From an optimization exercise on the open Yosys and OpenROAD flow, aimed at small area; shortcuts taken in it are not production practice. Only simulation tests tie the RTL to the original design; equivalence was not proved. Power and IR drop assume default switching activity. The flow treats the clock pin as an ideal source, which a real chip does not have.

Design il_core, start of the top module:
module il_core (
    input  wire        clk,
    input  wire        rst,
    input  wire        start,
    input  wire [15:0] prog_len,
    output wire        busy,
    output wire [15:0] acc,
    output wire [15:0] last_line,
    output wire [4:0]  esp,
    output wire [4:0]  csp,
    output wire        prog_valid,
    output wire [15:0] prog_addr,
    input  wire        prog_ready,
    input  wire [15:0] prog_word,
    input  wire [15:0] prog_opr,
    output wire        mem_valid,
    output wire        mem_we,
    output wire [1:0]  mem_region,
    output wire [4:0]  mem_slot,
    output wire [15:0] mem_wdata,
    input  wire        mem_ready,
    input  wire [15:0] mem_rdata
);
    localparam [3:0] S_IDLE  = 4'd0,
                     S_FETCH = 4'd1,
                     S_OPEN  = 4'd2,
                     S_EPOP  = 4'd3,
                     S_MRD   = 4'd4,
                     S_WPREP = 4'd5,
                     S_MWR   = 4'd6,
                     S_ALU1  = 4'd7,
                     S_ALU2  = 4'd8,
                     S_MD    = 4'd9,
                     S_JMP   = 4'd10,
                     S_CPUSH = 4'd11,
                     S_CPOP  = 4'd12,
                     S_EWAIT = 4'd13,
                     S_ERUN  = 4'd14,
                     S_MRDG  = 4'd15;
    localparam [3:0] C_LE = 4'd0, C_LT = 4'd1, C_STOR = 4'd2, C_LOAD = 4'd4,
                     C_AND = 4'd5, C_OR = 4'd6, C_XOR = 4'd7, C_ADD = 4'd8,
                     C_SUB = 4'd9, C_MUL = 4'd10, C_DIV = 4'd11, C_GT = 4'd12,
                     C_GE = 4'd13, C_EQ = 4'd14, C_NE = 4'd15,
                     C_CLOSE = 4'd3;    
    localparam EW = 21;    
  ...
Size: roughly 1900 cells after synthesis, about 150 I/O pins, roughly 25000 um^2 of cells after synthesis.
Settings: LEC_CHECK=0, CAP_MARGIN=20, CORE_MARGIN=2, CORE_UTILIZATION=65, SLEW_MARGIN=20; clock period 8.0 ns.
standard.sh (not shown) runs the stock make flow with config.mk's settings and CLKGATE_MAP_FILE= SYNTH_SCRIPT=/design/flow/synth_recipe.tcl, a recipe that flattens the netlist after the stock synthesis.
==> flow/flow/run.sh <==
#!/bin/bash
# The standard layout (the standard.sh), with two changes: the port
# buffers are sky130_fd_sc_hd__buf_1, and clock tree synthesis gets its own
# clustering arguments and no dummy loads.
set -euo pipefail
bash standard.sh finish "BUFFER_PORTS_ARGS=-buffer_cell sky130_fd_sc_hd__buf_1" \
  "CTS_ARGS=-sink_clustering_enable -repair_clock_nets -sink_clustering_size 35 -sink_clustering_max_diameter 80 -buf_list sky130_fd_sc_hd__clkbuf_16 -dont_use_dummy_load" \
  > standard_flow.log 2>&1
Change:
--- a/flow/flow/run.sh
+++ b/flow/flow/run.sh
@@ -7 +7 @@
-  "CTS_ARGS=-sink_clustering_enable -repair_clock_nets -sink_clustering_size 35 -sink_clustering_max_diameter 80 -buf_list sky130_fd_sc_hd__clkbuf_16 -dont_use_dummy_load" \
+  "CTS_ARGS=-sink_clustering_enable -repair_clock_nets -sink_clustering_size 32 -sink_clustering_max_diameter 80 -buf_list sky130_fd_sc_hd__clkbuf_16 -dont_use_dummy_load" \
- CORE_UTILIZATION: 65 -> 80
- core utilization rose by 16 points
- flip-flop and latch count stays the same
- die area went down by about a fifth
- design area shrinks slightly
- clock-buffer cell count stays the same
- sequential share of layout area came out higher by 0.43 points
- register-to-register slack gets worse by 0.28 ns
- area after synthesis stays the same
- setup slack gets worse by 0.28 ns
- routed wire length rose by a quarter to a third
- maximum frequency is lower by a few percent


## the baseline
il_core, a different RTL version from the one above (not shown whole).
## il_core
module il_core (
    input  wire        clk,
    input  wire        rst,
    input  wire        start,
    input  wire [15:0] prog_len,
    output wire        busy,
    output wire [15:0] acc,
    output wire [15:0] last_line,
    output wire [4:0]  esp,
    output wire [4:0]  csp,
    output wire        prog_valid,
    output wire [15:0] prog_addr,
    input  wire        prog_ready,
    input  wire [15:0] prog_word,
    input  wire [15:0] prog_opr,
    output wire        mem_valid,
    output wire        mem_we,
    output wire [1:0]  mem_region,
    output wire [4:0]  mem_slot,
    output wire [15:0] mem_wdata,
    input  wire        mem_ready,
    input  wire [15:0] mem_rdata
);
==> flow/config.mk <==
export PLATFORM = sky130hd
export DESIGN_NAME = il_core
export DESIGN_NICKNAME = il_core
export VERILOG_FILES = /design/flow/design.v
export SDC_FILE = /design/flow/constraint.sdc
export NUM_CORES = 4
export LEC_CHECK = 0
export CAP_MARGIN = 20
export CORE_MARGIN = 2
export CORE_UTILIZATION = 40
export SLEW_MARGIN = 20
==> flow/constraint.sdc <==
create_clock -name core_clock -period 8.0 [get_ports {clk}]
set_input_delay 1.6000 -clock core_clock [delete_from_list [all_inputs] [get_ports {clk}]]
set_output_delay 1.6000 -clock core_clock [all_outputs]
set_load 0.01 [all_outputs]
==> flow/flow/run.sh <==
#!/bin/bash
# The standard layout (the standard.sh), with two changes: the port
# buffers are sky130_fd_sc_hd__buf_1, and clock tree synthesis gets its own
# clustering arguments and no dummy loads.
set -euo pipefail
bash standard.sh finish "BUFFER_PORTS_ARGS=-buffer_cell sky130_fd_sc_hd__buf_1" \
  "CTS_ARGS=-sink_clustering_enable -repair_clock_nets -sink_clustering_size 30 -sink_clustering_max_diameter 100 -buf_list sky130_fd_sc_hd__clkbuf_16 -dont_use_dummy_load" \
  > standard_flow.log 2>&1
--- input diff the baseline..the candidate ---
==> flow/flow/run.sh <==
#!/bin/bash
# The standard layout (the standard.sh), with two changes: the port
# buffers are sky130_fd_sc_hd__buf_1, and clock tree synthesis gets its own
# clustering arguments and no dummy loads.
set -euo pipefail
bash standard.sh finish "BUFFER_PORTS_ARGS=-buffer_cell sky130_fd_sc_hd__buf_1" \
  "CTS_ARGS=-sink_clustering_enable -repair_clock_nets -sink_clustering_size 32 -sink_clustering_max_diameter 80 -buf_list sky130_fd_sc_hd__clkbuf_16 -dont_use_dummy_load" \
  > standard_flow.log 2>&1
Notes after the runs:
- The candidate vs. the baseline: net switching fraction of the power neither gained nor lost much; post-synthesis register bit count neither gained nor lost much.
- Comparing the candidate with the baseline, the met3 usage in global routing came out essentially unchanged.
- On area of all placed cells without fillers, the candidate and the baseline are neck and neck.
- Re first-pass detailed-route iteration total: the baseline was lower than the candidate.
- Between the baseline and the candidate, the slew at the pin closest to its max-slew limit does not differ in any meaningful way.
- Relative to the baseline, smallest hold slack has gone down in the candidate.
- Final setup skew of the candidate is on par with the baseline.
- On total power draw, the candidate and the baseline are basically level.
- On power density relative to cell area, the baseline tracks the candidate almost exactly.
- Critical path depth: the candidate vs the baseline — no meaningful difference


il_core with an RTL version that a note above also has.
Size in the first run: roughly 1900 cells after synthesis, about 850 flip-flops, ~150 I/O pins.
clock: 8.0 ns
lec_check: 0
cap_margin: 20
core_margin: 2
core_utilization: 40
slew_margin: 20
==> flow/flow/run.sh <==
#!/bin/bash
# The standard layout (the standard.sh), with two changes: the port
# buffers are sky130_fd_sc_hd__buf_1, and clock tree synthesis gets its own
# clustering arguments and no dummy loads.
set -euo pipefail
bash standard.sh finish "BUFFER_PORTS_ARGS=-buffer_cell sky130_fd_sc_hd__buf_1" \
  "CTS_ARGS=-sink_clustering_enable -repair_clock_nets -sink_clustering_size 36 -sink_clustering_max_diameter 60 -buf_list sky130_fd_sc_hd__clkbuf_16 -dont_use_dummy_load" \
  > standard_flow.log 2>&1
The starting point passed the timing, design-rule and antenna checks.
==> next run, changes <==
==> flow/flow/run.sh (replaced) <==
#!/bin/bash
# The standard layout (the standard.sh), with two changes: the port
# buffers are sky130_fd_sc_hd__buf_1, and clock tree synthesis gets its own
# clustering arguments and no dummy loads.
set -euo pipefail
bash standard.sh finish "BUFFER_PORTS_ARGS=-buffer_cell sky130_fd_sc_hd__buf_1" \
  "CTS_ARGS=-sink_clustering_enable -repair_clock_nets -sink_clustering_size 45 -sink_clustering_max_diameter 50 -buf_list sky130_fd_sc_hd__clkbuf_16 -dont_use_dummy_load" \
  > standard_flow.log 2>&1
Hold slack is worse by 0.020 ns.
Sequential share of layout area drops by 0.90 points.
Area after synthesis does not change.
Total power climbs by 4.3%.
Design area climbs by 1.4%.
Routed wire length climbs by 0.65%.
==> next run, changes <==
==> flow/flow/run.sh (replaced) <==
#!/bin/bash
# The standard layout (the standard.sh), with two changes: the port
# buffers are sky130_fd_sc_hd__buf_1, and clock tree synthesis gets its own
# clustering arguments and no dummy loads.
set -euo pipefail
bash standard.sh finish "BUFFER_PORTS_ARGS=-buffer_cell sky130_fd_sc_hd__buf_1" \
  "CTS_ARGS=-sink_clustering_enable -repair_clock_nets -sink_clustering_size 32 -sink_clustering_max_diameter 80 -buf_list sky130_fd_sc_hd__clkbuf_16 -dont_use_dummy_load" \
  > standard_flow.log 2>&1
--- a/flow/config.mk
+++ b/flow/config.mk
@@ -8,4 +8,4 @@
 export CAP_MARGIN = 20
 export CORE_MARGIN = 2
-export CORE_UTILIZATION = 40
+export CORE_UTILIZATION = 65
 export SLEW_MARGIN = 20
Effect: Routed wire length went down by 3.0%. Worst setup slack is worse by 0.096 ns. Critical path depth stays the same. Flip-flop and latch count does not change. Worst hold slack is better by 0.042 ns. Total power went down by 6.9%.


Setup of try-xenon:
Another version of the RTL of il_core (not shown whole).
Size: ~1900 cells after synthesis, roughly 850 flip-flops, roughly 24000 um2 of cells after synthesis.
## il_core
module il_core (
    input  wire        clk,
    input  wire        rst,
    input  wire        start,
    input  wire [15:0] prog_len,
    output wire        busy,
    output wire [15:0] acc,
    output wire [15:0] last_line,
    output wire [4:0]  esp,
    output wire [4:0]  csp,
    output wire        prog_valid,
    output wire [15:0] prog_addr,
    input  wire        prog_ready,
    input  wire [15:0] prog_word,
    input  wire [15:0] prog_opr,
    output wire        mem_valid,
    output wire        mem_we,
    output wire [1:0]  mem_region,
    output wire [4:0]  mem_slot,
    output wire [15:0] mem_wdata,
    input  wire        mem_ready,
    input  wire [15:0] mem_rdata
);
    localparam [3:0] S_IDLE  = 4'd0,
                     S_FETCH = 4'd1,
                     S_OPEN  = 4'd2,
                     S_EPOP  = 4'd3,
                     S_MRD   = 4'd4,
                     S_WPREP = 4'd5,
                     S_MWR   = 4'd6,
                     S_ALU1  = 4'd7,
                     S_ALU2  = 4'd8,
                     S_MD    = 4'd9,
                     S_JMP   = 4'd10,
                     S_CPUSH = 4'd11,
                     S_CPOP  = 4'd12,
                     S_EWAIT = 4'd13,
                     S_ERUN  = 4'd14,
                     S_MRDG  = 4'd15;
    localparam [3:0] C_LE = 4'd0, C_LT = 4'd1, C_STOR = 4'd2, C_LOAD = 4'd4,
                     C_AND = 4'd5, C_OR = 4'd6, C_XOR = 4'd7, C_ADD = 4'd8,
                     C_SUB = 4'd9, C_MUL = 4'd10, C_DIV = 4'd11, C_GT = 4'd12,
                     C_GE = 4'd13, C_EQ = 4'd14, C_NE = 4'd15,
                     C_CLOSE = 4'd3;    
    localparam EW = 21;    
    localparam CW = 16;    
    reg [3:0]  state;
    reg [15:0] line;
    reg [15:0] acc_r;
    reg [15:0] t1;         
    reg [15:0] t2;         
    reg [1:0]  t2x;        
    reg        dsign;      
    reg [4:0]  esp_r;      
  ...
Settings: LEC_CHECK=0, CAP_MARGIN=20, CORE_MARGIN=2, CORE_UTILIZATION=65, SLEW_MARGIN=20; clock period 8.0 ns.
==> flow/flow/run.sh <==
#!/bin/bash
# The standard layout (the standard.sh), with two changes: the port
# buffers are sky130_fd_sc_hd__buf_1, and clock tree synthesis gets its own
# clustering arguments and no dummy loads.
set -euo pipefail
bash standard.sh finish "BUFFER_PORTS_ARGS=-buffer_cell sky130_fd_sc_hd__buf_1" \
  "CTS_ARGS=-sink_clustering_enable -repair_clock_nets -sink_clustering_size 16 -sink_clustering_max_diameter 80 -buf_list sky130_fd_sc_hd__clkbuf_16 -sink_clustering_buffer sky130_fd_sc_hd__clkbuf_8 -dont_use_dummy_load" \
  > standard_flow.log 2>&1
try-xenon finished every stage and its layout cleared the timing, design-rule and antenna checks.
### try-xenon -> try-tundra
==> flow/flow/run.sh <==
#!/bin/bash
# The standard layout (the standard.sh), with two changes: the port
# buffers are sky130_fd_sc_hd__buf_1, and clock tree synthesis gets its own
# clustering arguments and no dummy loads.
set -euo pipefail
bash standard.sh finish "BUFFER_PORTS_ARGS=-buffer_cell sky130_fd_sc_hd__buf_1" \
  "CTS_ARGS=-sink_clustering_enable -repair_clock_nets -sink_clustering_size 32 -sink_clustering_max_diameter 80 -buf_list sky130_fd_sc_hd__clkbuf_16 -dont_use_dummy_load" \
  > standard_flow.log 2>&1
- On global-route usage over all layers, try-xenon and try-tundra are basically level.
- Core utilization across try-xenon and try-tundra: no real change.
- The flow did not stop early for try-tundra: all stages ran, and the layout cleared the timing, design-rule and antenna checks.
- Share of the clock period used by the worst path after layout (try-tundra over try-xenon): increase, 0.26 points
- NOTE: internal power component in try-tundra exceeds that of try-xenon
- There was hardly any difference in via count between try-tundra and try-xenon.
- Comparing try-tundra with try-xenon, the first-pass GRT wire length came out essentially unchanged.
- The higher total power came out of try-tundra.
Relative to try-tundra, the following input files were edited for try-delta:
# try-tundra
export LEC_CHECK = 0
export CAP_MARGIN = 20
export CORE_MARGIN = 2
export CORE_UTILIZATION = 65
export SLEW_MARGIN = 20
create_clock -name core_clock -period 8.0 [get_ports {clk}]
# try-delta
export LEC_CHECK = 0
export CAP_MARGIN = 20
export CORE_MARGIN = 2
export CORE_UTILIZATION = 65
export CTS_BUF_LIST = sky130_fd_sc_hd__clkbuf_16
export CTS_CLUSTER_DIAMETER = 80
export CTS_CLUSTER_SIZE = 30
export SLEW_MARGIN = 20
create_clock -name core_clock -period 8.0 [get_ports {clk}]
==> flow/run.sh (new file) <==
#!/bin/bash
# synth_recipe.tcl (not shown) runs the flow's synth.tcl, then flattens the netlist and writes it again
# the make line also repeats each setting of config.mk as NAME=value (left out here)
make -C /OpenROAD-flow-scripts/flow DESIGN_CONFIG=/design/flow/config.mk WORK_HOME=/design/flow/orfs CLKGATE_MAP_FILE= SYNTH_SCRIPT=/design/flow/synth_recipe.tcl finish
removed: flow/flow/run.sh
removed: flow/standard.sh
Notes after the runs:
try-delta: no failed stages, no open violations at the end
try-tundra: flow completed, timing, DRC and antenna clean
Number of distinct library cell variants in the gate-level netlist after synthesis came out exactly the same in try-tundra and try-delta.
Diff try-tundra and try-delta: total global routing track utilization lower in try-tundra
From try-tundra to try-delta, number of resized instances in the post-cts repair step did not move at all.
From try-tundra to try-delta the numbers moved as follows: clock-net power higher, synthesis-to-layout area growth rose 5.0 points, die area now sits at about the same level, post-route worst setup slack lower, highest clock frequency the design can meet did not really move.
In the tables for try-tundra and try-delta, count of vias placed by the detailed router reads lower with try-tundra.

port drivers added, routing unchanged:
The flow's constraints put no driver on any port. The routed layouts listed below were extracted and timed again, unchanged, in two steps. Step 1 sets driving cells, clkbuf_16 on the clock port and buf_2 on the other inputs (assumed; they add their load-dependent delay and slew). Step 2 adds t to the input delays and takes it off the output delays; t is the mean of the earliest and latest rising clock arrival at the registers after step 1. Input paths then give back, and output paths get back, about the clock's delay inside the block. Three values: no drivers, after step 1, after step 2; two values: the first two.
run	shift t [ns]	setup slack, ns	worst setup path at the end	worst data-port slew with drivers (ns)
the first run of note 1	0.642	1.675 / 1.675 / 1.675	register to register	0.05
the second run of note 1	0.661	1.392 / 1.392 / 1.392	register to register	0.05
the baseline	0.617	2.357 / 2.335 / 2.335	input to output	0.09
the candidate	0.621	2.422 / 2.401 / 2.401	input to output	0.08
the first run of note 3	0.623	1.709 / 1.709 / 1.709	register to register	0.07
the second run of note 3	0.660	1.730 / 1.730 / 1.730	register to register	0.07
the third run of note 3	0.599	1.634 / 1.634 / 1.634	register to register	0.05
try-xenon	0.602	1.842 / 1.842 / 1.842	register to register	0.05
try-tundra	0.601	1.821 / 1.821 / 1.821	register to register	0.04
try-delta	0.645	1.803 / 1.803 / 1.803	register to register	0.06
After both steps every run listed still meets setup and hold. For the baseline, which loses most, drivers alone change the setup slack by -0.022 ns; drivers and shift together by -0.022 ns.
